What follows belongs to an exercise in optimizing a design on an open flow for small area, a short achievable clock period and few clock cycles; a production flow would make more cautious choices. Function was checked by simulation only, so behaviour that the tests miss may differ from the original. Power is estimated from default activity; no workload was simulated.

== v58 ==
## ca_engine
module ca_engine (
    input  wire        clk,
    input  wire        rst,         
    input  wire        cmd_valid,
    output wire        cmd_ready,
    input  wire [31:0] cmd,
    output reg         rsp_valid,
    output reg  [3:0]  rsp_err,
    output reg  [31:0] rsp_data
);
    localparam integer G    = 2;       
    localparam integer W    = 101;
    localparam integer CTR  = 50;
    localparam [8:0] TAG_PAR = 9'b111101010;
    localparam [7:0] OP_SETMODE = 8'h10;
    localparam [7:0] OP_SETNL   = 8'h11;
    localparam [7:0] OP_SETSL   = 8'h12;
    localparam [7:0] OP_SETRULE = 8'h13;
    localparam [7:0] OP_LENLO   = 8'h14;
    localparam [7:0] OP_LENHI   = 8'h15;
    localparam [7:0] OP_KEYCLR  = 8'h20;
    localparam [7:0] OP_KEYPUSH = 8'h21;
    localparam [7:0] OP_START   = 8'h30;
    localparam [7:0] OP_STEP    = 8'h31;
    localparam [7:0] OP_KSB     = 8'h32;
    localparam [7:0] OP_XORB    = 8'h33;
    localparam [7:0] OP_RDSTAT  = 8'h40;
    localparam [7:0] OP_RDCNT   = 8'h41;
    localparam [7:0] OP_RDLEN   = 8'h42;
    localparam [7:0] OP_RDCELL  = 8'h43;
    localparam [7:0] OP_RDKS    = 8'h44;
    localparam [7:0] OP_RDCFG   = 8'h45;
    localparam [7:0] OP_RDRULE  = 8'h46;
  ...
For scale: roughly 1,100 flip-flops.
==> flow/config.mk <==
export PLATFORM = sky130hd
export DESIGN_NAME = ca_engine
export DESIGN_NICKNAME = ca_engine
export VERILOG_FILES = /design/flow/design.v
export SDC_FILE = /design/flow/constraint.sdc
export NUM_CORES = 4
export LEC_CHECK = 0
export CAP_MARGIN = 20
export CORE_MARGIN = 2
export CORE_UTILIZATION = 65
export CTS_CLUSTER_DIAMETER = 200
export CTS_CLUSTER_SIZE = 20
export PLACE_DENSITY = 0.8
export SETUP_SLACK_MARGIN = 2.5
export SLEW_MARGIN = 20
==> flow/constraint.sdc <==
create_clock -name core_clock -period 5.0 [get_ports {clk}]
set_input_delay 1.0000 -clock core_clock [delete_from_list [all_inputs] [get_ports {clk}]]
set_output_delay 1.0000 -clock core_clock [all_outputs]
set_load 0.01 [all_outputs]
run.sh (not shown) runs the stock make flow with config.mk's settings and CLKGATE_MAP_FILE= SYNTH_SCRIPT=/design/flow/synth_recipe.tcl, a recipe that flattens the netlist after the stock synthesis.
v58: full flow OK, the timing, design-rule and antenna checks passed
Testbench counts of v58, summed over its fixed seeds: cycles 7,700.
Input changes introduced in v51 (baseline for comparison: v58):
- SETUP_SLACK_MARGIN: 2.5 -> 2.45
- CORE_UTILIZATION: 65 -> 55
- PLACE_DENSITY: 0.8 -> 0.7
==> comparison <==
v51 finished every stage and its layout cleared the timing, design-rule and antenna checks. v58 completed; timing, DRC and antenna clean. Comparing v51 and v58, the lower count of placed standard cells including taps is on v58. Comparing v51 and v58, the higher number of placement rows is on v51. For the setup slack, v51 came in 0.19 ns higher than v58 did. The die used by v51 is larger than the one used by v58. Taking v58 as the reference point, the worst ir drop on vdd of v51 rises by 5.4%. Of the two values seen for cell at the slowest stage of the critical path, sky130_fd_sc_hd__o32ai_1 was produced by v51 and sky130_fd_sc_hd__dfxtp_1 by v58. v51 vs. v58: peak clock frequency supported by timing grew by about 7%; global-route wire length before repair moved down; clock network contribution to total cell area roughly the same; number of buffers added by the clock tree synthesis step saw little to no change.
Relative to v51, the following input files were edited for v33:
- changing SETUP_SLACK_MARGIN from 2.45 to 2.6
Results
met3 track demand over resource in global routing for v33: 1.7 points up relative to v51. v33 vs v51: met2 layer wire length in the routed design up by a few percent. Relative to v51, the aggregate routed wire length measured on v33 has increased by a little under 10%. When the final numbers for v51 and v33 were put side by side, the post-synthesis to final-layout area growth turned out to be greater in v33. Against v51, post-route standard cell area excluding fillers in v33 rose by a little under 10%. Logic gate share of total power: v33 higher than v51. Total chip power for v33: 1.4 mW up relative to v51. Delta (v33 minus v51): per-cell routed wire length moved up; reported net switching power moved up.
Input-level comparison between v24 and v33:
- swapping 2.6 for 2.3 in SETUP_SLACK_MARGIN
==> comparison <==
NOTE: internal reg-to-reg setup slack in v24 falls short of that of v33
When v24 is measured against v33, its final cycle utilization of the critical path turns out 4.2 points higher.
Of v24 and v33, v24 shows the higher final critical-path required period, with v33 below it.
As far as total die area is concerned, v33 and v24 perform about the same.
Post-cts resize count | v24 below v33
Between v24 and v33, the total instance count after detailed placement does not differ in any meaningful way.
On v24: relative area change from synthesis to final layout is 11 points lower than what v33 gave.
The lower non-clock buffer count came out of v24.
Taking v33 as the reference point, the sequential share of cell area of v24 rises by 1.9 points.

afterwards: timing with drivers on the ports:
The flow's constraints put no driver on any port. The routed layouts listed below were extracted and timed again, unchanged, in two steps. Step 1 sets driving cells, clkbuf_16 on the clock port and buf_2 on the other inputs (assumed; they add their load-dependent delay and slew). Step 2 times the ports against the registers' clock, not the clock port: input delays grow and output delays shrink by t, the midpoint of the rising clock arrivals with the driver on. a / b / c = ideal / step 1 / step 2; a / b = the first two.
| run | shift t [ns] | setup slack, ns | latest minus earliest clock arrival (ns) | slew at the worst register clock pin (ns) | cell pins on the clock port's net |
|---|---|---|---|---|---|
| v58 | 0.821 | 2.245 / 2.245 / 1.743 | 0.053 / 0.053 | 0.11 / 0.11 | 1 |
| v51 | 0.837 | 2.433 / 2.416 / 1.579 | 0.061 / 0.061 | 0.11 / 0.11 | 1 |
| v33 | 0.832 | 2.445 / 2.445 / 1.870 | 0.050 / 0.051 | 0.11 / 0.11 | 1 |
| v24 | 0.831 | 2.234 / 2.234 / 1.606 | 0.046 / 0.046 | 0.12 / 0.12 | 1 |
After both steps every run listed still meets setup and hold. For v51, which loses most, drivers alone change the setup slack by -0.017 ns; drivers and shift together by -0.854 ns.
